What follows belongs to an exercise in optimizing a design on an open flow for small area, a short achievable clock period and few clock cycles; a production flow would make more cautious choices.
At most, simulation tests tie the RTL to the original design; equivalence was not proved.
Only the layout flow was run in runs 1 and 2; the RTL was not checked for function there.
Power figures rest on the tool's default switching activity, not on a simulated workload.

`flow/config.mk`:
```
export PLATFORM = sky130hd
export DESIGN_NAME = palert_dec
export DESIGN_NICKNAME = palert_dec
export VERILOG_FILES = /design/flow/design.v
export SDC_FILE = /design/flow/constraint.sdc
export NUM_CORES = 4
export LEC_CHECK = 0
export CAP_MARGIN = 40
export CORE_MARGIN = 2
export CORE_UTILIZATION = 40
export SLEW_MARGIN = 20
```
`flow/constraint.sdc`:
```
create_clock -name core_clock -period 12.0 [get_ports {clk}]
set_input_delay 2.4000 -clock core_clock [delete_from_list [all_inputs] [get_ports {clk}]]
set_output_delay 2.4000 -clock core_clock [all_outputs]
set_load 0.01 [all_outputs]
```
`flow/design.v`:
```
module palert_dec (
    input             clk,
    input             rst,           
    input      [15:0] cfg_poly,      
    input      [15:0] cfg_init,      
    input      [31:0] cfg_sync,      
    input      [5:0]  cfg_crc_off,   
    input             cfg_tbo,       
    input             req_valid,
    output            req_ready,
    input             req_write,
    input             req_pkt,       
    input      [6:0]  req_addr,
    input      [31:0] req_wdata,
    output reg        rsp_valid,
    output reg [31:0] rsp_data
);
    localparam [2:0] R_CMD = 3'd0, R_STATUS = 3'd1, R_CFG = 3'd2, R_OFF = 3'd3,
                     R_LEN = 3'd4, R_PLEN = 3'd5, R_VAL = 3'd6, R_CRC = 3'd7;
    localparam [2:0] RC_OK = 3'd0, RC_CORRUPT = 3'd1, RC_INVALID = 3'd2,
                     RC_UNKSEL = 3'd3, RC_ILLEGAL = 3'd4;
    localparam [1:0] M_CRC = 2'd0, M_M4C = 2'd1, M_TBL = 2'd2, M_SYNC = 2'd3;
    reg [7:0]  ln0 [0:31];    
    reg [7:0]  ln1 [0:31];    
    reg [7:0]  ln2 [0:31];    
    reg [7:0]  ln3 [0:31];    
    reg [15:0] off_r;
    reg [16:0] len_r;
    reg [16:0] plen_r;
    reg [31:0] val_r;
    reg [15:0] crc_r;         
    reg        tv, match, es;
    reg [2:0]  rc;
    reg        f_inb1, f_inb2, f_inb4, f_inb64, f_crcrun, f_crcbad, f_offbig;
    reg        rdy;
    reg        rq_v, rq_wr, rq_pkt;
    reg [6:0]  rq_addr;
    reg [31:0] rq_wd;
    reg        rq_wofs, rq_wlen, rq_wplen, rq_wval, rq_wcmd;   
    assign req_ready = rdy;
    reg        busy;
    reg [1:0]  mode;
    reg        fin;           
    reg [6:0]  cnt;           
    reg [7:0]  vb;            
    reg [6:0]  fldp;          
    reg [15:0] tb [0:7];      
    reg [2:0]  wu_cnt;        
    reg        wu_done;
    reg [1:0]  ps;
    reg [4:0]  lw0, lw1, lw2, lw3;
    wire [7:0] l0 = ln0[lw0];
    wire [7:0] l1 = ln1[lw1];
    wire [7:0] l2 = ln2[lw2];
    wire [7:0] l3 = ln3[lw3];
    function [7:0] lane(input [1:0] k, input [7:0] a0, input [7:0] a1,
                        input [7:0] a2, input [7:0] a3);
        case (k)
            2'd0:    lane = a0;
            2'd1:    lane = a1;
            2'd2:    lane = a2;
            default: lane = a3;
        endcase
    endfunction
    wire [7:0] b0 = lane(ps,        l0, l1, l2, l3);
    wire [7:0] b1 = lane(ps + 2'd1, l0, l1, l2, l3);
    wire [7:0]  cd = crc_r[7:0] ^ vb;
    reg  [15:0] tx;
    integer j;
    always @(*) begin
        tx = 16'd0;
        for (j = 0; j < 8; j = j + 1)
            if (cd[j]) tx = tx ^ tb[j];
    end
    wire [15:0] step_out = {8'd0, crc_r[15:8]} ^ tx;
    wire        x_go   = rq_v && !busy && (wu_done || rq_pkt);
    wire        x_cmd  = x_go && rq_wcmd;
    wire [7:0]  w_opc  = rq_wd[7:0];
    wire [1:0]  w_ord  = rq_wd[9:8];
    wire [3:0]  w_sel  = rq_wd[15:12];
    wire        w_rsvd = (rq_wd[31:16] != 16'd0) || (rq_wd[11:10] != 2'd0);
    wire        fmt_n_ok = !w_rsvd && (w_ord == 2'd0) && (w_sel == 4'd0);
    wire        fmt_o_ok = !w_rsvd && (w_ord != 2'd3) && (w_sel == 4'd0);
    wire        fmt_s_ok = !w_rsvd && (w_ord == 2'd0);
    reg         d_legal;
    always @(*) begin
        case (w_opc)
            8'h01, 8'h02, 8'h03, 8'h04, 8'h05, 8'h10,
            8'h20, 8'h21, 8'h22, 8'h23, 8'h24, 8'h30, 8'h31: d_legal = fmt_n_ok;
            8'h11, 8'h12, 8'h13:                             d_legal = fmt_o_ok;
            8'h14, 8'h15:                                    d_legal = fmt_s_ok;
            default:                                         d_legal = 1'b0;
        endcase
    end
    reg x_start;
    always @(*) begin
        x_start = 1'b0;
        if (x_cmd && d_legal)
            case (w_opc)
                8'h02:        x_start = f_crcrun;
                8'h04:        x_start = !f_offbig;
                8'h30, 8'h31: x_start = f_inb64;
                default:      x_start = 1'b0;
            endcase
    end
    wire eng_done = (mode == M_TBL) || fin || (mode == M_CRC && cnt == 7'd0);
    wire busy_n   = busy ? !eng_done : x_start;
    wire       rq_v_n    = rdy ? req_valid : (rq_v && !x_go);
    wire       rq_pkt_n  = rdy ? req_pkt   : rq_pkt;
    wire [6:0] rq_addr_n = rdy ? req_addr  : rq_addr;
    wire       wu_done_n = wu_done || (wu_cnt == 3'd7);
    wire        wr_off  = x_go && rq_wofs;
    wire        wr_len  = x_go && rq_wlen;
    wire        wr_plen = x_go && rq_wplen;
    wire [15:0] off_n   = wr_off  ? rq_wd[15:0] : off_r;
    wire [16:0] len_n   = wr_len  ? rq_wd[16:0] : len_r;
    wire [16:0] plen_n  = wr_plen ? rq_wd[16:0] : plen_r;
    wire        pl_ok   = (plen_n <= 17'd128) && (off_n[15:8] == 8'd0);
    wire [8:0]  room    = {1'b0, plen_n[7:0]} - {1'b0, off_n[7:0]};   
    wire        room_ok = pl_ok && !room[8];
    wire        inbl_n  = room_ok && (len_n[16:8] == 9'd0) && (room[7:0] >= len_n[7:0]);
    wire        is_sync = w_opc[4] && !w_opc[0];   
    reg  [6:0]  na;
    always @(*) begin
        if (busy_n) begin
            if (!busy)
                na = is_sync ? off_r[6:0] + 7'd60 : off_r[6:0] + 7'd1;
            else if (mode == M_M4C && cnt == 7'd1)
                na = fldp;
            else
                na = {lw3, ps} + 7'd1;
        end else if (rq_pkt_n)
            na = rq_addr_n;
        else
            na = off_n[6:0];
    end
    wire [4:0] na_w1 = na[6:2] + 5'd1;
    reg [31:0] reg_rdata;
    always @(*) begin
        reg_rdata = 32'd0;
        if (rq_addr[6:3] == 4'd0) begin
            case (rq_addr[2:0])
                R_STATUS: reg_rdata = {25'd0, rc, 1'b0, es, match, tv};
                R_CFG:    reg_rdata = {31'd0, cfg_tbo};
                R_OFF:    reg_rdata = {16'd0, off_r};
                R_LEN:    reg_rdata = {15'd0, len_r};
                R_PLEN:   reg_rdata = {15'd0, plen_r};
                R_VAL:    reg_rdata = val_r;
                R_CRC:    reg_rdata = {16'd0, crc_r};
                default:  reg_rdata = 32'd0;
            endcase
        end
    end
    reg [1:0] jp0, jp1, jp2, jp3;
    reg [3:0] zp;         
    reg       sx;         
    reg       dio;        
    always @(*) begin
        jp0 = 2'd0; jp1 = 2'd1; jp2 = 2'd2; jp3 = 2'd3;
        zp  = 4'b1100; sx = 1'b0; dio = 1'b0;
        if (!busy)
            case (w_opc[2:0])
                3'd0: zp = 4'b1110;                                    
                3'd1, 3'd3: begin                                      
                    if (w_ord == 2'd2) begin jp0 = 2'd1; jp1 = 2'd0; end
                    sx = w_opc[1];
                end
                3'd2: begin                                            
                    zp = 4'b0000;
                    if (w_ord == 2'd2) begin jp0 = 2'd3; jp1 = 2'd2; jp2 = 2'd1; jp3 = 2'd0; end
                end
                3'd4: begin                                            
                    zp = 4'b0000;
                    if (w_sel[1]) begin jp0 = 2'd2; jp1 = 2'd3; jp2 = 2'd0; jp3 = 2'd1; end
                    else          begin jp0 = 2'd3; jp1 = 2'd2; jp2 = 2'd1; jp3 = 2'd0; end
                end
                default: begin                                         
                    jp0 = {1'b0, w_sel[3]};
                    dio = 1'b1;
                end
            endcase
    end
    wire [7:0] vb0 = lane(ps + jp0, l0, l1, l2, l3);
    wire [7:0] vb1 = lane(ps + jp1, l0, l1, l2, l3);
    wire [7:0] vb2 = lane(ps + jp2, l0, l1, l2, l3);
    wire [7:0] vb3 = lane(ps + jp3, l0, l1, l2, l3);
    wire       sgn = sx & vb1[7];
    wire [31:0] val_get = dio ? {31'd0, vb0[w_sel[2:0]]} :
                          { zp[3] ? {8{sgn}} : vb3, zp[2] ? {8{sgn}} : vb2,
                            zp[1] ? 8'd0 : vb1,     zp[0] ? 8'd0 : vb0 };
    function [7:0] sbyte(input [1:0] i, input [31:0] s);
        case (i)
            2'd0:    sbyte = s[7:0];
            2'd1:    sbyte = s[15:8];
            2'd2:    sbyte = s[23:16];
            default: sbyte = s[31:24];
        endcase
    endfunction
    wire [3:0] sync_eq = { l3 == sbyte(2'd3 - ps, cfg_sync), l2 == sbyte(2'd2 - ps, cfg_sync),
                           l1 == sbyte(2'd1 - ps, cfg_sync), l0 == sbyte(2'd0 - ps, cfg_sync) };
    wire pkt_we = x_go && rq_pkt && rq_wr;
    always @(posedge clk) begin
        if (pkt_we && rq_addr[1:0] == 2'd0) ln0[rq_addr[6:2]] <= rq_wd[7:0];
        if (pkt_we && rq_addr[1:0] == 2'd1) ln1[rq_addr[6:2]] <= rq_wd[7:0];
        if (pkt_we && rq_addr[1:0] == 2'd2) ln2[rq_addr[6:2]] <= rq_wd[7:0];
        if (pkt_we && rq_addr[1:0] == 2'd3) ln3[rq_addr[6:2]] <= rq_wd[7:0];
    end
    always @(posedge clk) begin
        if (rdy) begin
            rq_wr   <= req_write;
            rq_pkt  <= req_pkt;
            rq_addr <= req_addr;
            rq_wd   <= req_wdata;
            rq_wofs  <= req_write && !req_pkt && req_addr == {4'd0, R_OFF};
            rq_wlen  <= req_write && !req_pkt && req_addr == {4'd0, R_LEN};
            rq_wplen <= req_write && !req_pkt && req_addr == {4'd0, R_PLEN};
            rq_wval  <= req_write && !req_pkt && req_addr == {4'd0, R_VAL};
            rq_wcmd  <= req_write && !req_pkt && req_addr == {4'd0, R_CMD};
        end
    end
    integer k;
    always @(posedge clk) begin
        rsp_data <= rq_pkt ? {24'd0, b0} : reg_rdata;
        ps  <= na[1:0];
        lw0 <= (na[1:0] > 2'd0) ? na_w1 : na[6:2];
        lw1 <= (na[1:0] > 2'd1) ? na_w1 : na[6:2];
        lw2 <= (na[1:0] > 2'd2) ? na_w1 : na[6:2];
        lw3 <= na[6:2];
        f_inb1   <= room_ok && (room[7:0] >= 8'd1);
        f_inb2   <= room_ok && (room[7:0] >= 8'd2);
        f_inb4   <= room_ok && (room[7:0] >= 8'd4);
        f_inb64  <= room_ok && (room[7:0] >= 8'd64);
        f_crcrun <= (len_n != 17'd0) && inbl_n;
        f_crcbad <= (len_n != 17'd0) && !inbl_n;
        f_offbig <= (off_n[15:8] != 8'd0);
        fldp <= off_r[6:0] + {1'b0, cfg_crc_off};
        tb[7] <= cfg_poly;
        for (k = 7; k > 0; k = k - 1)
            tb[k-1] <= tb[k][0] ? ((tb[k] >> 1) ^ tb[7]) : (tb[k] >> 1);
    end
    always @(posedge clk) begin
        if (rst) begin
            off_r     <= 16'd0;
            len_r     <= 17'd0;
            plen_r    <= 17'd0;
            val_r     <= 32'd0;
            crc_r     <= 16'd0;
            tv        <= 1'b0;
            match     <= 1'b0;
            es        <= 1'b0;
            rc        <= RC_OK;
            rdy       <= 1'b1;
            rq_v      <= 1'b0;
            busy      <= 1'b0;
            rsp_valid <= 1'b0;
            wu_cnt    <= 3'd0;
            wu_done   <= 1'b0;
        end else begin
            rq_v      <= rq_v_n;
            busy      <= busy_n;
            rdy       <= !rq_v_n || !(busy_n || (!wu_done_n && !rq_pkt_n));
            rsp_valid <= x_go && !rq_wr;
            wu_cnt    <= wu_cnt + {2'd0, !wu_done};
            wu_done   <= wu_done_n;
            off_r  <= off_n;
            len_r  <= len_n;
            plen_r <= plen_n;
            if (x_go && rq_wval)
                val_r <= rq_wd;
            if (busy) begin
                if (cnt != 7'd0) begin
                    vb  <= b0;
                    cnt <= cnt - 7'd1;
                end
                case (mode)
                    M_CRC:
                        crc_r <= step_out;
                    M_M4C: begin
                        if (!fin) begin
                            crc_r <= step_out;
                            if (cnt == 7'd0) begin
                                val_r <= {16'd0, b1, b0};
                                fin   <= 1'b1;
                            end
                        end else begin
                            match <= (crc_r == val_r[15:0]);
                            rc    <= (crc_r == val_r[15:0]) ? RC_OK : RC_CORRUPT;
                        end
                    end
                    M_TBL:
                        val_r <= {16'd0, tx};
                    default: begin                                
                        if (!fin) begin
                            vb[3:0] <= sync_eq;
                            fin     <= 1'b1;
                        end else begin
                            match <= (vb[3:0] == 4'hF);
                            rc    <= (vb[3:0] == 4'hF) ? RC_OK : RC_CORRUPT;
                        end
                    end
                endcase
            end
            if (x_cmd) begin
                fin <= 1'b0;
                if (!d_legal) begin
                    rc <= RC_ILLEGAL;
                    es <= 1'b1;
                end else begin
                    case (w_opc)
                    8'h01: begin                                   
                        tv <= 1'b1;
                        rc <= RC_OK;
                    end
                    8'h02: begin                                   
                        if (f_crcbad) begin
                            rc <= RC_INVALID;
                            es <= 1'b1;
                        end else begin
                            tv    <= 1'b1;
                            rc    <= RC_OK;
                            crc_r <= cfg_init;
                            mode  <= M_CRC;
                            vb    <= b0;
                            cnt   <= len_r[6:0] - 7'd1;
                        end
                    end
                    8'h03: begin                                   
                        match <= (crc_r == val_r[15:0]);
                        rc    <= (crc_r == val_r[15:0]) ? RC_OK : RC_CORRUPT;
                    end
                    8'h04: begin                                   
                        if (f_offbig) begin
                            rc <= RC_INVALID;
                            es <= 1'b1;
                        end else begin
                            tv   <= 1'b1;
                            rc   <= RC_OK;
                            mode <= M_TBL;
                            vb   <= off_r[7:0] ^ crc_r[7:0];
                            cnt  <= 7'd0;
                        end
                    end
                    8'h05: begin                                   
                        es <= 1'b0;
                        rc <= RC_OK;
                    end
                    8'h10, 8'h11, 8'h12, 8'h13, 8'h14, 8'h15: begin
                        if (w_opc == 8'h14 && w_sel >= 4'd4) begin
                            rc <= RC_UNKSEL;
                            es <= 1'b1;
                        end else if ((w_opc == 8'h10 && !f_inb1) ||
                                     ((w_opc == 8'h11 || w_opc == 8'h13 ||
                                       w_opc == 8'h15) && !f_inb2) ||
                                     ((w_opc == 8'h12 || w_opc == 8'h14) && !f_inb4)) begin
                            rc <= RC_INVALID;
                            es <= 1'b1;
                        end else begin
                            rc    <= RC_OK;
                            val_r <= val_get;
                        end
                    end
                    8'h20: begin                                   
                        val_r <= {val_r[31:16], val_r[7:0], val_r[15:8]};
                        rc    <= RC_OK;
                    end
                    8'h21: begin                                   
                        val_r <= {val_r[7:0], val_r[15:8], val_r[23:16], val_r[31:24]};
                        rc    <= RC_OK;
                    end
                    8'h22: begin                                   
                        val_r <= {val_r[15:0], val_r[31:16]};
                        rc    <= RC_OK;
                    end
                    8'h23: begin                                   
                        val_r <= {val_r[23:16], val_r[31:24], val_r[7:0], val_r[15:8]};
                        rc    <= RC_OK;
                    end
                    8'h24: begin                                   
                        val_r <= {{16{val_r[15]}}, val_r[15:0]};
                        rc    <= RC_OK;
                    end
                    8'h30: begin                                   
                        if (!f_inb64) begin
                            rc <= RC_INVALID;
                            es <= 1'b1;
                        end else begin
                            mode <= M_SYNC;
                            cnt  <= 7'd0;
                        end
                    end
                    default: begin                                 
                        if (!f_inb64) begin
                            rc <= RC_INVALID;
                            es <= 1'b1;
                        end else begin
                            tv    <= 1'b1;
                            crc_r <= cfg_init;
                            mode  <= M_M4C;
                            vb    <= b0;
                            cnt   <= 7'd7;
                        end
                    end
                    endcase
                end
            end
        end
    end
endmodule
```
`flow/flow/run.sh`:
```
#!/bin/bash
# Standard layout; the repair steps aim for more setup slack than the
# 12 ns constraint asks, so that the achieved period shrinks.
set -euo pipefail
export SETUP_SLACK_MARGIN=8.6
bash standard.sh > standard.log 2>&1
```
`flow/standard.sh`:
```
#!/bin/bash
# synth_recipe.tcl (not shown) runs the flow's synth.tcl, then flattens the netlist and writes it again
# the make line also repeats each setting of config.mk as NAME=value (left out here)
make -C /OpenROAD-flow-scripts/flow DESIGN_CONFIG=/design/flow/config.mk WORK_HOME=/design/flow/orfs CLKGATE_MAP_FILE= SYNTH_SCRIPT=/design/flow/synth_recipe.tcl "${@:-finish}"
```
==> run_results.csv, run 1 <==
group,metric,value,unit
synth,yosys_warnings,2,
synth,ys.flop_type,"edfxtp_1",
timing,hold_viol_final,0,
layout,stdcell_area,75600,sq um
worst_hold_path,min_path_type,"flop to flop",
clock_network,numCtsBuffers,151,
pwr,p_per_area,173,nW/um^2
pwr,leakagePower,0.0263,uW
grt,grt_pass1_wl,292000,um
worst_setup_path,worst-setup-path-type,"flop to flop",
synth,synthTopCellsByCount,"1080 x edfxtp_1, 542 x nand2_1, 316 x dfxtp_1",
grt,grt_pass1_vias,40400,
placed_design,dp_hpwl,135000,um
synth,yosys-top-cells-area,"edfxtp_1 52%, dfxtp_1 10%, mux4_2 8.2%, mux2i_1 3.9%, xnor2_1 3.6%",
routing,first_pass_iters,12,
synth,synth_top_cell_area_share,0.521,
worst_setup_path,startpoint_type,"flop",
synth,syn_inst,4619,
clock_network,h-tree-depth,4,
clock_network,clock_sinks,1396,
synth,syn_area,62300,sq um
layout,n_fill_cell,13200,
die,die_height,399,um
timing,clock_skew,0.0365,ns
timing,fin_crit,3.84,ns
synth,synth_nets,4783,
synth,synth.most_common_cell,"edfxtp_1",
timing,rsz0062_at_grt,"true",
timing,finalCritPeriodShare,0.320,
routing,drc,0,
routing,num_vias,42300,
synth,ys_types,97,
worst_setup_path,critPathRequiredTime,12.63,ns
grt,grt_usage,0.254,
timing,slew_headroom,0.400,
routing,drt_wl_total,207000,um
placed_design,dp_cells,6664,
synth,yosys_register_bits,1396,
die,start_util,0.403,
layout,finalNonFillerCells,7174,
die,die_area,159000,sq um
run,maxCapViolations,0,
synth,synth_edf_count,1080,
clock_network,cts_tree,"done",
placed_design,io_buffers,148,
worst_setup_path,critPathArrivalTime,4.47,ns
placed_design,place_congestion,0.986,
placed_design,pre_cts_ws,6.96,ns
routing,wl_per_cell,28.9,um
placed_design,placed_area,66800,sq um
outcome,outcome,"finished clean",
clock_network,cts_root_buf,"clkbuf_16",
grt,antenna_found_initial,4,
synth,async_flop_share,0,
clock_network,cts_buffer_depth,3,
layout,drive_gt1_frac,0.240,
die,core,154000,sq um
synth,syn_area_per_cell,13.5,sq um
timing,max_freq,0.261,GHz
die,row_count,144,
clock_network,clkLatencyLatePin,0.78,ns
worst_setup_path,path_max_fanout,6,
pwr,vdd_drop_max,0.000147,V
worst_setup_path,crit_path_end_kind,"flop",
routing,ant_nets,0,
timing,setup_violations,0,
layout,seq_area,38800,sq um
clock_network,clkTransAtPathRegs,0.06,ns
layout,multi_input_area,23400,sq um
routing,via_per_inst,5.90,
timing,slew_viol_final,0,
die,fp.dieW,399,um
die,ios,149,
routing,drt-initial-drc-count,5552,
timing,setup_slack,8.16,ns
layout,final_nets,5172,
timing,worst_pin_slew,0.893,ns
synth,ys_seq_area_frac,0.622,
grt,grt_max_degree,82,
grt,overflow,0,
layout,area_growth,21.3,%
synth,synth_top_area_cell,"edfxtp_1",
timing,setup_tns,0,ns
timing,hold_slack,0.445,ns
## metrics by stage
stage / util / total power (uW)
finish: 0.489 / 13100
global route: 0.489 / 13400
CTS: 0.479 / 12900
detailed placement: 0.433 / 8160
global placement: 0.428 / 8130
floorplan: - / 7250
## logic make-up after synthesis
family | synth area share
compound gates | 0.0792
flops | 0.622
fa+ha+maj | 0.0101
mux | 0.128
simple gates | 0.0880
xor+xnor | 0.0467
buf+inv | 0.0262
## state kept, by name (all words and copies together), names as in the netlist, 2 cells and up, named ones only
signal and cells:
cnt 7, ln0 256, crc_r 16, lw3 5
ln1 256, fldp 7, rq_wd 32, rq_addr 7
ps 2, plen_r 17, ln2 256, vb 8
len_r 17, tb 128, off_r 16, wu_cnt 3
mode 2, val_r 32, ln3 256, rsp_data 32
rc 3
## layout make-up
class	instances	share of cell area
Sequential cell	1396	0.514
Inverter	69	0.00358
Multi-Input combinational cell	2847	0.310
Tap cell	2044	0.0338
Clock buffer	209	0.0556
Timing Repair Buffer	543	0.0755
Clock inverter	63	0.00715
Antenna cell	3	0.0000994
## power breakdown
group / switching, uW / leakage, uW / internal [uW]
clock: 1930 / 0.00231 / 2580
sequential: 201 / 0.0124 / 5420
combinational: 1660 / 0.0115 / 1260
total: 3790 / 0.0263 / 9260
## what timing repair did
action	CTS	global route
cloned	19	6
hold buffers	0	0
endpoints found under the setup margin	141	99
pin swaps	75	97
gates resized for setup	498	187
buffers inserted	105	53
## worst max-delay path, cell delays in order (launching register included)
cell and delay (ns):
dfxtp_4 0.35, buf_12 0.13, nor2b_4 0.10, a21boi_4 0.21, buf_12 0.15, nand2_8 0.05, buf_12 0.17, mux2i_4 0.18
ha_1 0.30, nor2b_1 0.13, o21ai_1 0.19, a21boi_2 0.09, o21ai_2 0.20, a21boi_2 0.10, o21a_1 0.18, or3_1 0.32
and2_4 0.16, ha_4 0.23, o21ai_2 0.05, a21oi_1 0.05, o21a_1 0.20, nor3b_2 0.15
## cells in the final DEF (no fill, tap or decap), types with 119 or more instances in the layout
cell type     n
mux4_2      227
edfxtp_1   1080
o21ai_0     119
mux2i_1     231
nor2_1      279
nand2_1     526
a21oi_1     156
buf_4       280
xnor2_1     249
clkbuf_16   158
dfxtp_1     273
## routing by layer
| metal | wire (um) | track usage |
|---|---|---|
| met2 | 91200 | 0.381 |
| met3 | 20800 | 0.0602 |
| met5 | 0 | 0 |
| met4 | 10800 | 0.113 |
| met1 | 84600 | 0.351 |
## final timing paths
kind | from | end | slack (ns) | cells after the start
worst max register to register | busy$_SDFF_PP0_ | f_crcrun$_DFF_P_ | 8.16 | 21
worst max-delay path | busy$_SDFF_PP0_ | f_crcrun$_DFF_P_ | 8.16 | 21
worst min register to register | tb[2][13]$_DFF_P_ | tb[1][12]$_DFF_P_ | 0.44 | 1
worst min-delay path | tb[2][13]$_DFF_P_ | tb[1][12]$_DFF_P_ | 0.44 | 1
==> run 2: changes to the inputs <==
==> flow/flow/run.sh (replaced) <==
#!/bin/bash
# Standard layout; the repair steps aim for more setup slack than the
# 12 ns constraint asks, so that the achieved period shrinks.
set -euo pipefail
export SETUP_SLACK_MARGIN=9.0
export TNS_END_PERCENT=20
bash standard.sh > standard.log 2>&1
==> run 2 against run 1 <==
Compared with the run above: still clean on timing, DRC and antenna; via count increased by 0.22%; non-clock buffer count decreased by 1; worst setup slack improved by 0.061 ns; cell area about the same; core utilization about the same; combinational power about the same; critical path depth decreased by 1; flip-flop and latch count unchanged; sequential power about the same; global-route usage increased by 0.49 points; critical endpoint unchanged.
==> run_results.csv, run 2 <==
group,metric,value,unit
synth,synth_edf_count,1080,
grt,overflow,0,
layout,final_nets,5171,
run,maxCapViolations,0,
synth,async_flop_share,0,
routing,drt-initial-drc-count,5690,
synth,synth_nets,4783,
synth,ys.flop_type,"edfxtp_1",
grt,antenna_found_initial,9,
worst_setup_path,crit_path_end_kind,"flop",
clock_network,cts_buffer_depth,3,
clock_network,clkLatencyLatePin,0.78,ns
grt,gr-usage-met1,0.353,
clock_network,clock_sinks,1396,
synth,synth_top_area_cell,"edfxtp_1",
grt,use_met3,0.0685,
worst_setup_path,worst-setup-path-type,"flop to flop",
routing,via_per_inst,5.90,
outcome,outcome,"finished clean",
worst_hold_path,min_path_type,"flop to flop",
timing,rsz0062_at_grt,"true",
synth,yosys_warnings,2,
clock_network,cts_tree,"done",
synth,yosys-top-cells-area,"edfxtp_1 52%, dfxtp_1 10%, mux4_2 8.2%, mux2i_1 3.9%, xnor2_1 3.6%",
routing,first_pass_iters,9,
synth,synthTopCellsByCount,"1080 x edfxtp_1, 542 x nand2_1, 316 x dfxtp_1",
layout,stdcell_area,75500,sq um
routing,drc,0,
layout,area_growth,21.2,%
routing,ant_nets,0,
routing,wl_per_cell,29.2,um
timing,setup_tns,0,ns
layout,final_common_cell,"edfxtp_1",
timing,worst_pin_slew,0.890,ns
synth,synth_top_cell_area_share,0.521,
die,row_count,144,
layout,drive_gt1_frac,0.234,
synth,syn_area,62300,sq um
placed_design,placed_area,66500,sq um
synth,ys_types,97,
worst_hold_path,hold_depth,1,
worst_setup_path,slowest_stage,"or3_4",
placed_design,dp_cells,6657,
worst_setup_path,critPathRequiredTime,12.63,ns
timing,hold_viol_final,0,
placed_design,dp_hpwl,135000,um
placed_design,place_congestion,1.00,
grt,top_usage_layer,"met2",
synth,syn_inst,4619,
placed_design,io_buffers,148,
timing,clock_skew,0.0273,ns
pwr,leakagePower,0.0263,uW
die,core,154000,sq um
worst_setup_path,startpoint_type,"flop",
clock_network,ctsHoldBuffers,0,
die,ios,149,
timing,slew_headroom,0.404,
clock_network,cts_root_buf,"clkbuf_16",
die,die_height,399,um
routing,num_vias,42400,
worst_setup_path,path_max_fanout,5,
timing,max_freq,0.265,GHz
synth,syn_area_per_cell,13.5,sq um
clock_network,clkTransAtPathRegs,0.06,ns
timing,setup_slack,8.22,ns
grt,grt_pass1_vias,40300,
clock_network,numCtsBuffers,151,
pwr,p_per_area,175,nW/um^2
layout,layout_common_cells,"1080 x edfxtp_1, 531 x nand2_1, 284 x nor2_1, 272 x dfxtp_1, 266 x buf_4",
worst_setup_path,cpPeakStageDelay,0.38,ns
synth,yosys_register_bits,1396,
timing,slew_viol_final,0,
timing,finalCritPeriodShare,0.315,
die,fp.dieW,399,um
grt,grt_pass1_wl,296000,um
synth,ys_seq_area_frac,0.622,
layout,finalNonFillerCells,7184,
routing,drt_wl_total,210000,um
timing,hold_slack,0.436,ns
worst_setup_path,reg2reg_depth,20,
timing,setup_violations,0,
placed_design,pre_cts_ws,7.02,ns
grt,grt_usage,0.259,
grt,met2_usage,0.383,
die,start_util,0.403,
timing,fin_crit,3.78,ns
clock_network,h-tree-depth,4,
die,die_area,159000,sq um
grt,grt_max_degree,82,
synth,synth.most_common_cell,"edfxtp_1",
worst_setup_path,crit_chain,"nor2b_4 > a21boi_4 > buf_12 > nand2_8 > buf_12 > mux2i_4 > ha_1 > nor2b_1 > o21ai_1 > a21boi_1 > o21ai_1 > a21boi_1 > o21a_1 > or3_4 > and2_4 > ha_4 > o21ai_2 > a21oi_1 > o21a_1 > nor3b_2",
pwr,vdd_drop_max,0.000148,V
worst_setup_path,critPathArrivalTime,4.41,ns
## run 2: kinds of logic after synthesis
logic type | after synthesis | share of synthesized area
xor gates and xnor gates | 329 | 0.0467
AOI/OAI and AO/OA | 739 | 0.0792
and+or+nand+nor | 1223 | 0.0880
adders and majority gates | 49 | 0.0101
buffers and inverters | 378 | 0.0262
muxes | 505 | 0.128
DFF | 1396 | 0.622
## run 2: final timing paths
kind | start | end | slack (ns)
setup / recovery | rq_v$_SDFF_PP0_ | f_crcrun$_DFF_P_ | 8.22
hold / removal | tb[2][12]$_DFF_P_ | tb[1][11]$_DFF_P_ | 0.44
setup reg to reg | rq_v$_SDFF_PP0_ | f_crcrun$_DFF_P_ | 8.22
hold reg to reg | tb[2][12]$_DFF_P_ | tb[1][11]$_DFF_P_ | 0.44
## run 2: per-layer routing
layer,share of wire,routed length [um],up-vias
met5,0.000062,13,-
met2,0.44,91300,2456
li1,-,-,18200
met4,0.055,11600,2
met3,0.11,22400,525
met1,0.40,84300,21200
## run 2: where the power goes
part           leakage [uW]  switching [uW]  internal [uW]
sequential           0.0124             197           5420
clock               0.00237            1950           2670
combinational        0.0115            1670           1280
## run 2: area by class of cell
| cell class | instances | area (sq um) |
|---|---|---|
| flip-flops and latches | 1396 | 38800 |
| repair buffers | 542 | 5760 |
| diodes | 12 | 30.0 |
| multi-input cells | 2847 | 23200 |
| fillers | 13200 | 78900 |
| clock buffers | 194 | 4130 |
| clock inverters | 80 | 724 |
| well taps | 2044 | 2560 |
| inverters | 69 | 269 |
## run 2: through the flow
step                utilization  total power, uW
floorplan                     -             7240
global placement          0.427             8120
detailed placement        0.431             8150
CTS                       0.484            13100
global route              0.489            13500
finish                    0.489            13200
## run 2: critical path: cells and delay by family (launching register included)
family,cells,cell delay [ns]
AO/OA/AOI/OAI,9,1.28
AND/OR/NAND/NOR,6,1.01
adder cells (fa/ha/maj),2,0.53
flip-flops,1,0.33
buffers and inverters,2,0.32
multiplexers,1,0.19
## run 2: timing repair
action	4_1_cts	5_1_grt
resized for setup	546	146
buffers inserted	154	13
endpoints found under the hold margin	0	0
pin swaps	147	31
setup endpoints to repair	349	240
gates cloned	22	1
==> run 3: changes to the inputs <==
--- a/flow/design.v
+++ b/flow/design.v
@@ -44,6 +44,8 @@
     reg [6:0]  cnt;           
     reg [7:0]  vb;            
     reg [6:0]  fldp;          
+    reg [5:0]  coff_r;        
+    reg        xok;           
     reg [15:0] tb [0:7];      
     reg [2:0]  wu_cnt;        
     reg        wu_done;
@@ -62,8 +64,6 @@
             default: lane = a3;
         endcase
     endfunction
-    wire [7:0] b0 = lane(ps,        l0, l1, l2, l3);
-    wire [7:0] b1 = lane(ps + 2'd1, l0, l1, l2, l3);
     wire [7:0]  cd = crc_r[7:0] ^ vb;
     reg  [15:0] tx;
     integer j;
@@ -109,16 +109,17 @@
     wire       rq_pkt_n  = rdy ? req_pkt   : rq_pkt;
     wire [6:0] rq_addr_n = rdy ? req_addr  : rq_addr;
     wire       wu_done_n = wu_done || (wu_cnt == 3'd7);
-    wire        wr_off  = x_go && rq_wofs;
-    wire        wr_len  = x_go && rq_wlen;
-    wire        wr_plen = x_go && rq_wplen;
+    wire        wr_off  = xok && rq_wofs;      
+    wire        wr_len  = xok && rq_wlen;
+    wire        wr_plen = xok && rq_wplen;
     wire [15:0] off_n   = wr_off  ? rq_wd[15:0] : off_r;
     wire [16:0] len_n   = wr_len  ? rq_wd[16:0] : len_r;
     wire [16:0] plen_n  = wr_plen ? rq_wd[16:0] : plen_r;
     wire        pl_ok   = (plen_n <= 17'd128) && (off_n[15:8] == 8'd0);
     wire [8:0]  room    = {1'b0, plen_n[7:0]} - {1'b0, off_n[7:0]};   
     wire        room_ok = pl_ok && !room[8];
-    wire        inbl_n  = room_ok && (len_n[16:8] == 9'd0) && (room[7:0] >= len_n[7:0]);
+    wire [9:0]  slack_l = {2'b0, plen_n[7:0]} - {2'b0, off_n[7:0]} - {2'b0, len_n[7:0]};
+    wire        inbl_n  = pl_ok && (len_n[16:8] == 9'd0) && !slack_l[9];
     wire        is_sync = w_opc[4] && !w_opc[0];   
     reg  [6:0]  na;
     always @(*) begin
@@ -158,7 +159,7 @@
     always @(*) begin
         jp0 = 2'd0; jp1 = 2'd1; jp2 = 2'd2; jp3 = 2'd3;
         zp  = 4'b1100; sx = 1'b0; dio = 1'b0;
-        if (!busy)
+        if (!busy && rq_wcmd)
             case (w_opc[2:0])
                 3'd0: zp = 4'b1110;                                    
                 3'd1, 3'd3: begin                                      
@@ -185,19 +186,13 @@
     wire [7:0] vb2 = lane(ps + jp2, l0, l1, l2, l3);
     wire [7:0] vb3 = lane(ps + jp3, l0, l1, l2, l3);
     wire       sgn = sx & vb1[7];
+    wire [7:0]  b0 = vb0;
+    wire [7:0]  b1 = vb1;
     wire [31:0] val_get = dio ? {31'd0, vb0[w_sel[2:0]]} :
                           { zp[3] ? {8{sgn}} : vb3, zp[2] ? {8{sgn}} : vb2,
                             zp[1] ? 8'd0 : vb1,     zp[0] ? 8'd0 : vb0 };
-    function [7:0] sbyte(input [1:0] i, input [31:0] s);
-        case (i)
-            2'd0:    sbyte = s[7:0];
-            2'd1:    sbyte = s[15:8];
-            2'd2:    sbyte = s[23:16];
-            default: sbyte = s[31:24];
-        endcase
-    endfunction
-    wire [3:0] sync_eq = { l3 == sbyte(2'd3 - ps, cfg_sync), l2 == sbyte(2'd2 - ps, cfg_sync),
-                           l1 == sbyte(2'd1 - ps, cfg_sync), l0 == sbyte(2'd0 - ps, cfg_sync) };
+    wire [3:0] sync_eq = { vb3 == cfg_sync[31:24], vb2 == cfg_sync[23:16],
+                           vb1 == cfg_sync[15:8],  vb0 == cfg_sync[7:0] };
     wire pkt_we = x_go && rq_pkt && rq_wr;
     always @(posedge clk) begin
         if (pkt_we && rq_addr[1:0] == 2'd0) ln0[rq_addr[6:2]] <= rq_wd[7:0];
@@ -211,11 +206,11 @@
             rq_pkt  <= req_pkt;
             rq_addr <= req_addr;
             rq_wd   <= req_wdata;
-            rq_wofs  <= req_write && !req_pkt && req_addr == {4'd0, R_OFF};
-            rq_wlen  <= req_write && !req_pkt && req_addr == {4'd0, R_LEN};
-            rq_wplen <= req_write && !req_pkt && req_addr == {4'd0, R_PLEN};
-            rq_wval  <= req_write && !req_pkt && req_addr == {4'd0, R_VAL};
-            rq_wcmd  <= req_write && !req_pkt && req_addr == {4'd0, R_CMD};
+            rq_wofs  <= req_valid && req_write && !req_pkt && req_addr == {4'd0, R_OFF};
+            rq_wlen  <= req_valid && req_write && !req_pkt && req_addr == {4'd0, R_LEN};
+            rq_wplen <= req_valid && req_write && !req_pkt && req_addr == {4'd0, R_PLEN};
+            rq_wval  <= req_valid && req_write && !req_pkt && req_addr == {4'd0, R_VAL};
+            rq_wcmd  <= req_valid && req_write && !req_pkt && req_addr == {4'd0, R_CMD};
         end
     end
     integer k;
@@ -233,7 +228,8 @@
         f_crcrun <= (len_n != 17'd0) && inbl_n;
         f_crcbad <= (len_n != 17'd0) && !inbl_n;
         f_offbig <= (off_n[15:8] != 8'd0);
-        fldp <= off_r[6:0] + {1'b0, cfg_crc_off};
+        coff_r <= cfg_crc_off;
+        fldp   <= off_r[6:0] + {1'b0, coff_r};
         tb[7] <= cfg_poly;
         for (k = 7; k > 0; k = k - 1)
             tb[k-1] <= tb[k][0] ? ((tb[k] >> 1) ^ tb[7]) : (tb[k] >> 1);
@@ -251,6 +247,7 @@
             rc        <= RC_OK;
             rdy       <= 1'b1;
             rq_v      <= 1'b0;
+            xok       <= 1'b0;
             busy      <= 1'b0;
             rsp_valid <= 1'b0;
             wu_cnt    <= 3'd0;
@@ -259,6 +256,7 @@
             rq_v      <= rq_v_n;
             busy      <= busy_n;
             rdy       <= !rq_v_n || !(busy_n || (!wu_done_n && !rq_pkt_n));
+            xok       <= !busy_n && wu_done_n;
             rsp_valid <= x_go && !rq_wr;
             wu_cnt    <= wu_cnt + {2'd0, !wu_done};
             wu_done   <= wu_done_n;
--- a/flow/config.mk
+++ b/flow/config.mk
@@ -7,5 +7,5 @@
 export LEC_CHECK = 0
 export CAP_MARGIN = 40
 export CORE_MARGIN = 2
-export CORE_UTILIZATION = 40
+export CORE_UTILIZATION = 60
 export SLEW_MARGIN = 20
==> run 3 against run 2 <==
Compared with the run above: combinational power shrank 18%; non-clock buffer count shrank 28; first-iteration DRC count shrank 6.9%; worst setup slack gained 0.043 ns; synthesized cell count shrank 5.7%; global-route usage grew 10 points; clock skew grew 0.017 ns; count of clock-buffer cells in the layout shrank 10; critical path type is now flop to output pin.
==> run_results.csv, run 3 <==
group,metric,value,unit
outcome,outcome,"finished clean",
grt,antenna_found_initial,8,
timing,worst_pin_slew,0.936,ns
synth,synth_top_area_cell,"edfxtp_1",
clock_network,clkLatencyLatePin,0.77,ns
layout,fin_util,0.717,
layout,multi_input_area,21700,sq um
synth,synthTopCellsByCount,"1080 x edfxtp_1, 525 x nand2_1, 323 x dfxtp_1",
routing,drt-initial-drc-count,5299,
layout,final_common_cell,"edfxtp_1",
timing,slew_headroom,0.374,
layout,drive_gt1_frac,0.217,
worst_setup_path,critPathRequiredTime,9.60,ns
timing,hold_viol_final,0,
clock_network,clkTransAtPathRegs,0.06,ns
synth,synth_edf_count,1080,
synth,yosys_register_bits,1403,
grt,overflow,0,
routing,via_per_inst,6.49,
layout,layout_common_cells,"1080 x edfxtp_1, 520 x nand2_1, 310 x nor2_1, 298 x dfxtp_1, 267 x buf_4",
placed_design,placed_area,64500,sq um
synth,synth_nets,4511,
die,die_height,323,um
die,ios,149,
placed_design,dp_cells,5734,
die,start_util,0.603,
placed_design,place_congestion,1.01,
synth,yosys_warnings,2,
synth,ys_types,90,
synth,syn_inst,4355,
clock_network,ctsHoldBuffers,0,
timing,finalCritPeriodShare,0.311,
synth,ys.flop_type,"edfxtp_1",
worst_setup_path,path_max_fanout,2,
routing,num_vias,40400,
worst_setup_path,critPathArrivalTime,1.33,ns
timing,setup_tns,0,ns
clock_network,cts_root_buf,"clkbuf_16",
placed_design,dp_hpwl,120000,um
worst_setup_path,crit_buf_inv,2,
layout,stdcell_area,72700,sq um
timing,max_freq,0.268,GHz
worst_hold_path,min_path_type,"flop to flop",
grt,grt_usage,0.359,
die,fp.dieW,323,um
die,die_area,104000,sq um
clock_network,cts_tree,"done",
layout,final_nets,4899,
clock_network,cts_buffer_depth,3,
grt,grt_max_degree,77,
pwr,leakagePower,0.0250,uW
routing,drt_wl_total,187000,um
layout,area_growth,19.0,%
synth,synth_top_cell_area_share,0.530,
routing,wl_per_cell,30.1,um
worst_setup_path,worst-setup-path-type,"flop to output pin",
layout,n_fill_cell,6754,
timing,clock_skew,0.0447,ns
timing,slew_viol_final,0,
worst_setup_path,startpoint_type,"flop",
pwr,vdd_drop_max,0.000153,V
worst_setup_path,critPathTopFamily,"flip-flops",
clock_network,h-tree-depth,4,
routing,ant_nets,0,
routing,drc,0,
die,row_count,117,
synth,async_flop_share,0,
pwr,p_per_area,171,nW/um^2
clock_network,clock_sinks,1403,
timing,setup_violations,0,
worst_setup_path,crit_path_end_kind,"output pin",
timing,rsz0062_at_grt,"true",
placed_design,io_buffers,148,
layout,seq_area,39000,sq um
grt,grt_pass1_wl,267000,um
synth,ys_seq_area_frac,0.636,
routing,first_pass_iters,9,
worst_setup_path,slowest_stage,"dfxtp_4",
worst_setup_path,crit_chain,"buf_12 > buf_6",
synth,yosys-top-cells-area,"edfxtp_1 53%, dfxtp_1 11%, mux4_2 8.9%, xnor2_1 3.7%, nand2_1 3.2%",
clock_network,numCtsBuffers,146,
layout,finalNonFillerCells,6222,
die,core,101000,sq um
worst_setup_path,cpPeakStageDelay,0.35,ns
run,maxCapViolations,0,
synth,syn_area,61100,sq um
timing,fin_crit,3.73,ns
grt,grt_pass1_vias,38500,
synth,synth.most_common_cell,"edfxtp_1",
synth,syn_area_per_cell,14.0,sq um
run 3: cell count changes after synthesis, sizes merged, moves of 24 or more:
cell    delta
a21oi     -60
mux4      +24
nand3     -31
mux2i     -83
o21ai     -64
clkbuf    -41
run 3: layer usage:
metal  track usage  up-vias  wire length (um)
li1              -    17300                 -
met2         0.570     2360             88500
met4         0.162        6              9650
met3        0.0668      477             17700
met1         0.486    20200             71600
met5             0        -                38
run 3: area by class of cell:
cell class | count | share of cell area
Timing Repair Buffer | 514 | 0.0755
Clock buffer | 184 | 0.0539
Clock inverter | 74 | 0.0101
Tap cell | 1368 | 0.0235
Multi-Input combinational cell | 2623 | 0.298
Sequential cell | 1403 | 0.536
Antenna cell | 1 | 0.0000344
Inverter | 55 | 0.00298
run 3: logic make-up after synthesis:
family | Yosys count | share of synthesized area
compound gates | 578 | 0.0653
xor+xnor | 334 | 0.0499
fa+ha+maj | 41 | 0.00864
buf+inv | 331 | 0.0243
flops | 1403 | 0.636
mux | 442 | 0.125
simple gates | 1226 | 0.0908
run 3: where the power goes:
part	internal, uW	switching [uW]
registers	5430	181
clock network	2550	1870
logic	1080	1320
total	9070	3380
run 3: final timing paths:
kind	from	to	slack (ns)	depth (start not counted)
max reg2reg	flop	val_r[0]$_SDFFE_PP0P_	8.42	12
max	rdy$_SDFF_PP1_	req_ready	8.27	2
min	tb[6][6]$_DFF_P_	tb[5][5]$_DFF_P_	0.45	1
min reg2reg	tb[6][6]$_DFF_P_	tb[5][5]$_DFF_P_	0.45	1
run 3: stage by stage:
stage / total power (uW) / hold WS (ns) / setup slack, ns
final: 12400 / 0.447 / 8.27
after global routing: 12800 / 0.460 / 8.24
after CTS: 12400 / 0.449 / 8.25
after detailed placement: 7760 / 0.445 / 7.25
after global placement: 7740 / 0.439 / 7.06
after floorplan: 7050 / 0.409 / 7.23
run 3: worst reg2reg max path, cell delays in order, from the launching register on:
cell       delay, ns
dfxtp_4         0.48
buf_4           0.19
bufbuf_16       0.30
mux4_2          0.31
a22oi_1         0.24
o21ai_0         0.17
nand3b_1        0.19
buf_4           0.19
mux4_2          0.51
mux2_4          0.28
a31o_1          0.17
a211o_1         0.24
a31o_1          0.18
run 3: repair_timing:
| item | in CTS | in global routing |
|---|---|---|
| cloned | 25 | 1 |
| resized for setup | 294 | 123 |
| buffers inserted | 125 | 22 |
| pin swaps | 44 | 23 |
| endpoints found under the setup margin | 151 | 138 |
Testbench counts of run 3, summed over its fixed seeds: cycles 14,855.
==> run 4: changes to the inputs <==
--- a/flow/config.mk
+++ b/flow/config.mk
@@ -7,5 +7,5 @@
 export LEC_CHECK = 0
 export CAP_MARGIN = 40
 export CORE_MARGIN = 2
-export CORE_UTILIZATION = 60
+export CORE_UTILIZATION = 40
 export SLEW_MARGIN = 20
==> run 4 against run 3 <==
Compared with the run above: worst hold slack improved by 0.0029 ns; non-clock buffer count rose by 80; first-iteration DRC count fell by 6.4%; count of clock-buffer cells in the layout rose by 12; sequential share of layout area fell by 1.7 points; synthesized area did not move; combinational power rose by 8.7%; register-to-register slack improved by 0.13 ns; worst setup slack got worse by 0.050 ns; clock power rose by 2%; highest routed layer unchanged.
==> run_results.csv, run 4 <==
group,metric,value,unit
layout,final_nets,4982,
timing,fin_crit,3.78,ns
layout,area_growth,23.0,%
worst_hold_path,holdPathEnd,"tb[5][5]$_DFF_P_",
clock_network,clkTransAtPathRegs,0.06,ns
worst_hold_path,hp-start,"tb[6][6]$_DFF_P_",
pwr,p_per_area,170,nW/um^2
grt,grt_max_degree,88,
synth,synth_edf_count,1080,
grt,antenna_found_initial,8,
worst_setup_path,reg2reg_slack,8.55,ns
clock_network,h-tree-depth,4,
routing,num_vias,40600,
synth,synth_top_area_cell,"edfxtp_1",
timing,setup_tns,0,ns
routing,drc,0,
clock_network,clkLatencyLatePin,0.79,ns
outcome,outcome,"finished clean",
synth,synthTopCellsByCount,"1080 x edfxtp_1, 525 x nand2_1, 323 x dfxtp_1",
die,ios,149,
timing,worst_pin_slew,0.896,ns
layout,drive_gt1_frac,0.252,
worst_setup_path,crit_path_end_kind,"output pin",
timing,rsz0062_at_grt,"true",
worst_setup_path,critPathRequiredTime,9.60,ns
timing,finalCritPeriodShare,0.315,
placed_design,io_buffers,148,
die,start_util,0.402,
routing,via_per_inst,5.82,
placed_design,place_congestion,0.958,
pwr,leakagePower,0.0256,uW
synth,yosys_register_bits,1403,
synth,yosys_warnings,2,
grt,overflow,0,
routing,ant_nets,0,
die,fp.dieW,395,um
routing,drt_wl_total,193000,um
routing,wl_per_cell,27.7,um
die,die_area,156000,sq um
worst_setup_path,critPathArrivalTime,1.38,ns
clock_network,numCtsBuffers,150,
synth,synth_nets,4511,
layout,seq_area,39000,sq um
die,die_height,395,um
run,maxCapViolations,0,
synth,ys_seq_area_frac,0.636,
synth,ys.flop_type,"edfxtp_1",
placed_design,dp_hpwl,123000,um
die,core,152000,sq um
synth,syn_area,61100,sq um
layout,multi_input_area,22200,sq um
clock_network,cts_root_buf,"clkbuf_16",
synth,yosys-top-cells-area,"edfxtp_1 53%, dfxtp_1 11%, mux4_2 8.9%, xnor2_1 3.7%, nand2_1 3.2%",
die,row_count,143,
grt,grt_pass1_vias,39400,
timing,max_freq,0.264,GHz
layout,finalNonFillerCells,6977,
routing,first_pass_iters,12,
timing,slew_headroom,0.398,
worst_setup_path,path_max_fanout,2,
worst_setup_path,startpoint_type,"flop",
worst_setup_path,timing.rr.end,"vb[2]$_DFFE_PN_",
clock_network,cts_tree,"done",
synth,synth.most_common_cell,"edfxtp_1",
layout,n_fill_cell,12800,
synth,ys_types,90,
worst_setup_path,r2r_start,"rq_wd[1]$_DFFE_PP_",
placed_design,dp_cells,6407,
pwr,vdd_drop_max,0.000137,V
grt,grt_usage,0.242,
timing,clock_skew,0.0343,ns
worst_setup_path,reg2reg_depth,14,
synth,syn_inst,4355,
synth,syn_area_per_cell,14.0,sq um
timing,hold_viol_final,0,
timing,slew_viol_final,0,
clock_network,clock_sinks,1403,
worst_setup_path,worst-setup-path-type,"flop to output pin",
layout,final_common_cell,"edfxtp_1",
routing,drt-initial-drc-count,4959,
synth,synth_top_cell_area_share,0.530,
grt,grt_pass1_wl,277000,um
clock_network,cts_buffer_depth,3,
worst_hold_path,hold_depth,1,
layout,layout_common_cells,"1080 x edfxtp_1, 518 x nand2_1, 311 x nor2_1, 297 x buf_4, 284 x dfxtp_1",
timing,setup_violations,0,
synth,async_flop_share,0,
worst_hold_path,min_path_type,"flop to flop",
-- run 4: cell counts after synthesis --
Identical to the previous run, type by type.
-- run 4: cell type report --
class | instances | area share
Clock buffer | 196 | 0.0540
Sequential cell | 1403 | 0.518
Antenna cell | 1 | 0.0000333
Multi-Input combinational cell | 2622 | 0.295
Inverter | 55 | 0.00294
Timing Repair Buffer | 594 | 0.0863
Clock inverter | 76 | 0.00948
Tap cell | 2030 | 0.0338
-- run 4: cells by family (layout without fill, tap and decap cells) --
group | after synthesis | after routing | synth area share
AOI/OAI and AO/OA | 578 | 579 | 0.0653
other | 0 | 1 | 0
buffers and inverters | 331 | 921 | 0.0243
and+or+nand+nor | 1226 | 1226 | 0.0908
muxes | 442 | 442 | 0.125
xor gates and xnor gates | 334 | 334 | 0.0499
adders and majority gates | 41 | 41 | 0.00864
DFF | 1403 | 1403 | 0.636
-- run 4: critical path, stage by stage (launching register included) --
cell	delay, ns
dfxtp_4	0.35
buf_12	0.14
buf_6	0.12
-- run 4: how the worst max path moves through the flow --
| stage | startpoint | end | depth (start not counted) |
|---|---|---|---|
| finish | rdy$_SDFF_PP1_ | req_ready | 2 |
| CTS | rdy$_SDFF_PP1_ | req_ready | 2 |
| detailed placement | req_pkt | flop | 8 |
| floorplan | rq_wd[1]$_DFFE_PP_ | vb[2]$_DFFE_PN_ | 10 |
| global placement | req_pkt | flop | 6 |
| global route | rdy$_SDFF_PP1_ | req_ready | 2 |
-- run 4: power by group --
part | internal (uW) | switching (uW) | total (uW)
Sequential | 5430 | 180 | 5610
Clock | 2560 | 1970 | 4520
Combinational | 1210 | 1410 | 2620
-- run 4: what timing repair did --
action	4_1_cts	5_1_grt
endpoints found under the hold margin	0	0
pin swaps	69	43
endpoints found under the setup margin	299	340
resized for setup	408	210
gates cloned	29	5
setup buffers	181	48
hold buffers	0	0
-- run 4: per-stage QoR --
step / utilization / worst slack (ns) / total power, uW / area, sq um / hold slack, ns
after floorplan: - / 7.23 / 7050 / 61400 / 0.409
after global placement: 0.426 / 6.71 / 7740 / 64600 / 0.439
after detailed placement: 0.430 / 7.20 / 7760 / 65400 / 0.444
after CTS: 0.487 / 8.17 / 12700 / 74000 / 0.448
after global routing: 0.495 / 8.18 / 13200 / 75200 / 0.463
final: 0.495 / 8.22 / 12800 / 75200 / 0.450
-- run 4: metal layers --
metal | vias up | part of all wire | track usage
met3 | 393 | 0.099 | 0.0515
met4 | 2 | 0.040 | 0.0939
met1 | 20600 | 0.40 | 0.335
li1 | 17400 | - | -
met5 | - | 0.000067 | 0
met2 | 2207 | 0.46 | 0.376
==> run 5: changes to the inputs <==
--- a/flow/design.v
+++ b/flow/design.v
@@ -33,6 +33,7 @@
     reg [2:0]  rc;
     reg        f_inb1, f_inb2, f_inb4, f_inb64, f_crcrun, f_crcbad, f_offbig;
     reg        rdy;
+    reg        rq_hold;       
     reg        rq_v, rq_wr, rq_pkt;
     reg [6:0]  rq_addr;
     reg [31:0] rq_wd;
@@ -105,9 +106,9 @@
     end
     wire eng_done = (mode == M_TBL) || fin || (mode == M_CRC && cnt == 7'd0);
     wire busy_n   = busy ? !eng_done : x_start;
-    wire       rq_v_n    = rdy ? req_valid : (rq_v && !x_go);
-    wire       rq_pkt_n  = rdy ? req_pkt   : rq_pkt;
-    wire [6:0] rq_addr_n = rdy ? req_addr  : rq_addr;
+    wire       rq_v_n    = !rq_hold ? req_valid : (rq_v && !x_go);
+    wire       rq_pkt_n  = !rq_hold ? req_pkt   : rq_pkt;
+    wire [6:0] rq_addr_n = !rq_hold ? req_addr  : rq_addr;
     wire       wu_done_n = wu_done || (wu_cnt == 3'd7);
     wire        wr_off  = xok && rq_wofs;      
     wire        wr_len  = xok && rq_wlen;
@@ -115,27 +116,51 @@
     wire [15:0] off_n   = wr_off  ? rq_wd[15:0] : off_r;
     wire [16:0] len_n   = wr_len  ? rq_wd[16:0] : len_r;
     wire [16:0] plen_n  = wr_plen ? rq_wd[16:0] : plen_r;
-    wire        pl_ok   = (plen_n <= 17'd128) && (off_n[15:8] == 8'd0);
-    wire [8:0]  room    = {1'b0, plen_n[7:0]} - {1'b0, off_n[7:0]};   
-    wire        room_ok = pl_ok && !room[8];
-    wire [9:0]  slack_l = {2'b0, plen_n[7:0]} - {2'b0, off_n[7:0]} - {2'b0, len_n[7:0]};
-    wire        inbl_n  = pl_ok && (len_n[16:8] == 9'd0) && !slack_l[9];
+    function [6:0] bflags(input [15:0] o, input [16:0] n, input [16:0] pl);
+        reg       ok, inbl;
+        reg [8:0] room;
+        reg [9:0] left;
+        begin
+            ok   = (pl <= 17'd128) && (o[15:8] == 8'd0);
+            room = {1'b0, pl[7:0]} - {1'b0, o[7:0]};
+            left = {2'b0, pl[7:0]} - {2'b0, o[7:0]} - {2'b0, n[7:0]};
+            ok   = ok && !room[8];
+            inbl = ok && (n[16:8] == 9'd0) && !left[9];
+            bflags = { ok && (room[7:0] >= 8'd1), ok && (room[7:0] >= 8'd2),
+                       ok && (room[7:0] >= 8'd4), ok && (room[7:0] >= 8'd64),
+                       (n != 17'd0) && inbl, (n != 17'd0) && !inbl, o[15:8] != 8'd0 };
+        end
+    endfunction
+    wire [6:0] bf_off  = bflags(rq_wd[15:0], len_r, plen_r);
+    wire [6:0] bf_len  = bflags(off_r, rq_wd[16:0], plen_r);
+    wire [6:0] bf_plen = bflags(off_r, len_r, rq_wd[16:0]);
+    wire [6:0] bf_cur  = {f_inb1, f_inb2, f_inb4, f_inb64, f_crcrun, f_crcbad, f_offbig};
+    wire [6:0] bf_n    = wr_off ? bf_off : wr_len ? bf_len : wr_plen ? bf_plen : bf_cur;
     wire        is_sync = w_opc[4] && !w_opc[0];   
-    reg  [6:0]  na;
+    reg  [6:0]  ne;           
     always @(*) begin
-        if (busy_n) begin
-            if (!busy)
-                na = is_sync ? off_r[6:0] + 7'd60 : off_r[6:0] + 7'd1;
-            else if (mode == M_M4C && cnt == 7'd1)
-                na = fldp;
-            else
-                na = {lw3, ps} + 7'd1;
-        end else if (rq_pkt_n)
-            na = rq_addr_n;
+        if (!busy)
+            ne = is_sync ? off_r[6:0] + 7'd60 : off_r[6:0] + 7'd1;
+        else if (mode == M_M4C && cnt == 7'd1)
+            ne = fldp;
         else
-            na = off_n[6:0];
+            ne = {lw3, ps} + 7'd1;
     end
-    wire [4:0] na_w1 = na[6:2] + 5'd1;
+    function [21:0] lform(input [6:0] a);      
+        reg [4:0] w1;
+        begin
+            w1 = a[6:2] + 5'd1;
+            lform = {a[1:0], (a[1:0] > 2'd0) ? w1 : a[6:2], (a[1:0] > 2'd1) ? w1 : a[6:2],
+                     (a[1:0] > 2'd2) ? w1 : a[6:2], a[6:2]};
+        end
+    endfunction
+    wire [21:0] lf_eng  = lform(ne);
+    wire [21:0] lf_off  = lform(off_n[6:0]);
+    wire [21:0] lf_host = {rq_addr_n[1:0], {4{rq_addr_n[6:2]}}};
+    wire        host_a  = !busy_n && !rq_hold;
+    wire        host_b  = !busy_n && rq_hold && rq_pkt;
+    wire        host_n  = (host_a && req_pkt) || host_b;
+    wire [21:0] lf_n    = host_n ? lf_host : busy_n ? lf_eng : lf_off;
     reg [31:0] reg_rdata;
     always @(*) begin
         reg_rdata = 32'd0;
@@ -201,7 +226,7 @@
         if (pkt_we && rq_addr[1:0] == 2'd3) ln3[rq_addr[6:2]] <= rq_wd[7:0];
     end
     always @(posedge clk) begin
-        if (rdy) begin
+        if (!rq_hold) begin
             rq_wr   <= req_write;
             rq_pkt  <= req_pkt;
             rq_addr <= req_addr;
@@ -216,18 +241,8 @@
     integer k;
     always @(posedge clk) begin
         rsp_data <= rq_pkt ? {24'd0, b0} : reg_rdata;
-        ps  <= na[1:0];
-        lw0 <= (na[1:0] > 2'd0) ? na_w1 : na[6:2];
-        lw1 <= (na[1:0] > 2'd1) ? na_w1 : na[6:2];
-        lw2 <= (na[1:0] > 2'd2) ? na_w1 : na[6:2];
-        lw3 <= na[6:2];
-        f_inb1   <= room_ok && (room[7:0] >= 8'd1);
-        f_inb2   <= room_ok && (room[7:0] >= 8'd2);
-        f_inb4   <= room_ok && (room[7:0] >= 8'd4);
-        f_inb64  <= room_ok && (room[7:0] >= 8'd64);
-        f_crcrun <= (len_n != 17'd0) && inbl_n;
-        f_crcbad <= (len_n != 17'd0) && !inbl_n;
-        f_offbig <= (off_n[15:8] != 8'd0);
+        {ps, lw0, lw1, lw2, lw3} <= lf_n;
+        {f_inb1, f_inb2, f_inb4, f_inb64, f_crcrun, f_crcbad, f_offbig} <= rst ? 7'd0 : bf_n;
         coff_r <= cfg_crc_off;
         fldp   <= off_r[6:0] + {1'b0, coff_r};
         tb[7] <= cfg_poly;
@@ -246,6 +261,7 @@
             es        <= 1'b0;
             rc        <= RC_OK;
             rdy       <= 1'b1;
+            rq_hold   <= 1'b0;
             rq_v      <= 1'b0;
             xok       <= 1'b0;
             busy      <= 1'b0;
@@ -256,6 +272,7 @@
             rq_v      <= rq_v_n;
             busy      <= busy_n;
             rdy       <= !rq_v_n || !(busy_n || (!wu_done_n && !rq_pkt_n));
+            rq_hold   <= rq_v_n && (busy_n || (!wu_done_n && !rq_pkt_n));
             xok       <= !busy_n && wu_done_n;
             rsp_valid <= x_go && !rq_wr;
             wu_cnt    <= wu_cnt + {2'd0, !wu_done};
==> flow/flow/run.sh (replaced) <==
#!/bin/bash
# Standard layout with two changes to how it is optimised:
# - the repair steps aim for more setup slack than the 12 ns constraint
#   asks (the constraint itself is unchanged), so the achieved period shrinks;
# - ports are buffered with buf_4 instead of the delay buffer buffer_ports
#   picks by default, which footprint-matched resizing can never swap out.
set -euo pipefail
export SETUP_SLACK_MARGIN=9.0
export TNS_END_PERCENT=20
export BUFFER_PORTS_ARGS="-buffer_cell sky130_fd_sc_hd__buf_4"
bash standard.sh > standard.log 2>&1
--- a/flow/config.mk
+++ b/flow/config.mk
@@ -7,5 +7,5 @@
 export LEC_CHECK = 0
 export CAP_MARGIN = 40
 export CORE_MARGIN = 2
-export CORE_UTILIZATION = 40
+export CORE_UTILIZATION = 75
 export SLEW_MARGIN = 20
==> run 5 against run 4 <==
Compared with the run above: the run now fails in 4_1_cts; synthesized cell count up 6.3%; synthesized area rose by 3.4%.
==> run_results.csv, run 5 <==
group,metric,value,unit
die,fp.dieW,294,um
die,start_util,0.756,
synth,yosys_warnings,2,
die,row_count,106,
synth,synth.most_common_cell,"edfxtp_1",
die,die_height,294,um
synth,synthTopCellsByCount,"1080 x edfxtp_1, 541 x nand2_1, 381 x nor2_1",
synth,ys_seq_area_frac,0.616,
placed_design,dp_hpwl,132000,um
synth,yosys-top-cells-area,"edfxtp_1 51%, dfxtp_1 10%, mux4_2 7.8%, xnor2_1 3.6%, nand2_1 3.2%",
synth,ys_types,98,
placed_design,place_congestion,1.05,
clock_network,cts_resized,462,
clock_network,cts_root_buf,"clkbuf_16",
die,ios,149,
clock_network,h-tree-depth,4,
synth,synth_nets,4818,
synth,yosys_register_bits,1404,
synth,synth_top_cell_area_share,0.513,
synth,syn_inst,4629,
clock_network,clock_sinks,1404,
clock_network,post_cts_buffers,185,
synth,async_flop_share,0,
clock_network,cts_buffer_depth,3,
placed_design,io_buffers,148,
outcome,haltStage,"4_1_cts",
placed_design,placed_area,65800,sq um
synth,syn_area_per_cell,13.7,sq um
synth,synth_top_area_cell,"edfxtp_1",
clock_network,ctsHoldBuffers,0,
synth,ys.flop_type,"edfxtp_1",
outcome,error_line,"[ERROR DPL-0033] detailed placement checks failed during check placement.",
synth,syn_area,63200,sq um
outcome,outcome,"aborted with a tool error",
synth,synth_edf_count,1080,
clock_network,numCtsBuffers,139,
[run 5: power by group through the flow]
stage / clock network (uW) / logic (uW) / registers [uW]
floorplan: 0 / 1190 / 5660
detailed placement: 0 / 1690 / 5730
global placement: 0 / 1620 / 5720
[run 5: worst max-delay path by stage]
stage / from / endpoint / slack (ns) / cells past startpoint
after floorplan: rq_wd[1]$_DFFE_PN_ / f_crcbad$_SDFFE_PP0P_ / 7.10 / 18
after global placement: rq_wd[4]$_DFFE_PN_ / flop / 7.18 / 11
after detailed placement: flop / val_r[19]$_SDFFE_PP0P_ / 7.28 / 11
[run 5: per-stage QoR]
stage / hold WS [ns] / setup slack [ns] / instances / util / total power [uW]
detailed placement: 0.442 / 7.28 / 5745 / 0.788 / 7410
global placement: 0.439 / 7.18 / 5651 / 0.777 / 7350
floorplan: 0.412 / 7.10 / 4629 / - / 6850
[run 5: kinds of logic after synthesis]
family / synth area share
adders and majority gates: 0.0151
AOI/OAI and AO/OA: 0.0730
and+or+nand+nor: 0.0916
muxes: 0.125
xor gates and xnor gates: 0.0502
buffers and inverters: 0.0291
DFF: 0.616
Testbench counts of run 5, summed over its fixed seeds: cycles 14,855.
==> run 6: changes to the inputs <==
--- a/flow/config.mk
+++ b/flow/config.mk
@@ -7,5 +7,5 @@
 export LEC_CHECK = 0
 export CAP_MARGIN = 40
 export CORE_MARGIN = 2
-export CORE_UTILIZATION = 75
+export CORE_UTILIZATION = 65
 export SLEW_MARGIN = 20
==> run 6 against run 5 <==
Compared with the run above: the run now finishes clean; synthesized area unchanged; synthesized cell count unchanged.
==> run_results.csv, run 6 <==
group,metric,value,unit
synth,syn_area,63200,sq um
placed_design,place_congestion,1.02,
placed_design,placed_area,66100,sq um
layout,finalNonFillerCells,6465,
worst_setup_path,critPathTopFamily,"flip-flops",
grt,grt_usage,0.422,
synth,synth_edf_count,1080,
layout,stdcell_area,75200,sq um
timing,clock_skew,0.0340,ns
worst_setup_path,crit_chain,"buf_6",
synth,ys_seq_area_frac,0.616,
routing,drt-initial-drc-count,7027,
placed_design,io_buffers,148,
grt,grt_pass1_wl,299000,um
synth,synth_nets,4818,
clock_network,clkLatencyLatePin,0.77,ns
synth,yosys_warnings,2,
timing,worst_pin_slew,0.850,ns
layout,area_growth,19.0,%
clock_network,cts_root_buf,"clkbuf_16",
clock_network,cts_buffer_depth,3,
grt,use_met3,0.118,
clock_network,numCtsBuffers,143,
clock_network,h-tree-depth,4,
layout,fin_util,0.779,
pwr,vdd_drop_max,0.000173,V
layout,n_fill_cell,5536,
synth,synthTopCellsByCount,"1080 x edfxtp_1, 541 x nand2_1, 381 x nor2_1",
timing,setup_violations,0,
clock_network,cts_tree,"done",
worst_setup_path,crit_buf_inv,1,
grt,grt_max_degree,81,
routing,wl_per_cell,32.6,um
clock_network,ctsHoldBuffers,0,
synth,ys.flop_type,"edfxtp_1",
routing,drt_wl_total,211000,um
worst_setup_path,path_max_fanout,1,
placed_design,dp_hpwl,126000,um
worst_hold_path,min_path_type,"flop to flop",
placed_design,dp_cells,5944,
synth,yosys_register_bits,1404,
timing,max_freq,0.274,GHz
die,core,96600,sq um
clock_network,clkTransAtPathRegs,0.06,ns
die,start_util,0.654,
worst_setup_path,critPathArrivalTime,1.25,ns
routing,drc,0,
die,fp.dieW,316,um
worst_setup_path,cpPeakStageDelay,0.36,ns
routing,ant_nets,0,
synth,syn_area_per_cell,13.7,sq um
synth,yosys-top-cells-area,"edfxtp_1 51%, dfxtp_1 10%, mux4_2 7.8%, xnor2_1 3.6%, nand2_1 3.2%",
worst_setup_path,slowest_stage,"dfxtp_4",
grt,gr-usage-met1,0.545,
layout,layout_common_cells,"1080 x edfxtp_1, 528 x nand2_1, 428 x buf_4, 366 x nor2_1, 274 x dfxtp_1",
timing,slew_viol_final,0,
timing,hold_slack,0.450,ns
worst_setup_path,startpoint_type,"flop",
synth,async_flop_share,0,
run,maxCapViolations,0,
die,ios,149,
die,row_count,114,
outcome,outcome,"finished clean",
grt,antenna_found_initial,6,
timing,rsz0062_at_grt,"true",
routing,first_pass_iters,7,
synth,synth.most_common_cell,"edfxtp_1",
synth,synth_top_cell_area_share,0.513,
timing,fin_crit,3.65,ns
synth,synth_top_area_cell,"edfxtp_1",
layout,final_nets,5257,
run 6: cell counts after synthesis:
No cell type changed its count.
run 6: cells by family after synthesis:
kind of cell / count (synthesis) / synth area share
AOI/OAI and AO/OA: 689 / 0.0730
xor gates and xnor gates: 354 / 0.0502
adders and majority gates: 74 / 0.0151
buffers and inverters: 367 / 0.0291
DFF: 1404 / 0.616
muxes: 439 / 0.125
and+or+nand+nor: 1302 / 0.0916
run 6: power breakdown:
part	switching (uW)	internal [uW]	leakage [uW]	total, uW
Clock	1950	2530	0.00227	4480
Combinational	1240	928	0.0117	2170
Sequential	172	5430	0.0125	5600
Total	3370	8890	0.0264	12300
run 6: per-layer routing:
metal	up-vias	routed length [um]
met2	3525	95200
met5	-	51
met1	21900	72500
li1	18300	-
met3	834	27100
met4	8	16100
run 6: timing repair:
action,4_1_cts,5_1_grt
gates resized for setup,311,112
buffers inserted,158,33
setup endpoints to repair,150,196
gates cloned,29,3
pin swaps,72,21
run 6: area by class of cell:
class | count | area, sq um | share of cell area
clock buffer | 196 | 3910 | 0.0520
multi-input combinational | 2859 | 23600 | 0.314
sequential | 1404 | 39000 | 0.519
antenna | 4 | 10.0 | 0.000133
inverter | 84 | 360 | 0.00479
timing repair buffer | 575 | 5960 | 0.0792
clock inverter | 66 | 753 | 0.0100
timing repair inverter | 1 | 5.00 | 0.0000666
tap | 1276 | 1600 | 0.0212
run 6: path summary, 6_finish.rpt:
check,slack (ns),cells after the start,end,startpoint
max,8.35,1,rsp_data[0],rsp_data[0]$_DFF_P_
min,0.45,1,tb[2][4]$_DFF_P_,tb[3][5]$_DFF_P_
max reg2reg,8.46,16,val_r[1]$_SDFFE_PP0P_,rq_wd[1]$_DFFE_PN_
min reg2reg,0.45,1,tb[2][4]$_DFF_P_,tb[3][5]$_DFF_P_
run 6: metrics by stage:
stage / worst slack [ns] / power, uW
final: 8.35 / 12300
after detailed placement: 7.30 / 7470
after CTS: 8.34 / 12200
after global placement: 7.20 / 7440
after floorplan: 7.10 / 6850
after global routing: 8.34 / 12500

[separate check: timing with driven ports]
No port has a modelled driver above. Below, the same layouts with a new extraction and two added sets of constraints. Step 1, drivers: a clkbuf_16 drives clk and a buf_2 each remaining input, both assumed. Step 2 times the ports against the registers' clock, not the clock port: input delays grow and output delays shrink by t, the midpoint of the rising clock arrivals with the driver on. a / b / c = no drivers / after step 1 / after step 2; a / b = the first two.
run	shift t [ns]	setup slack, ns
run 1	0.841	8.163 / 8.163 / 7.608
run 2	0.841	8.225 / 8.175 / 7.640
run 3	0.825	8.267 / 8.189 / 8.025
run 4	0.851	8.217 / 8.142 / 7.853
run 6	0.833	8.350 / 8.274 / 8.125
After both steps every run listed still meets setup and hold.
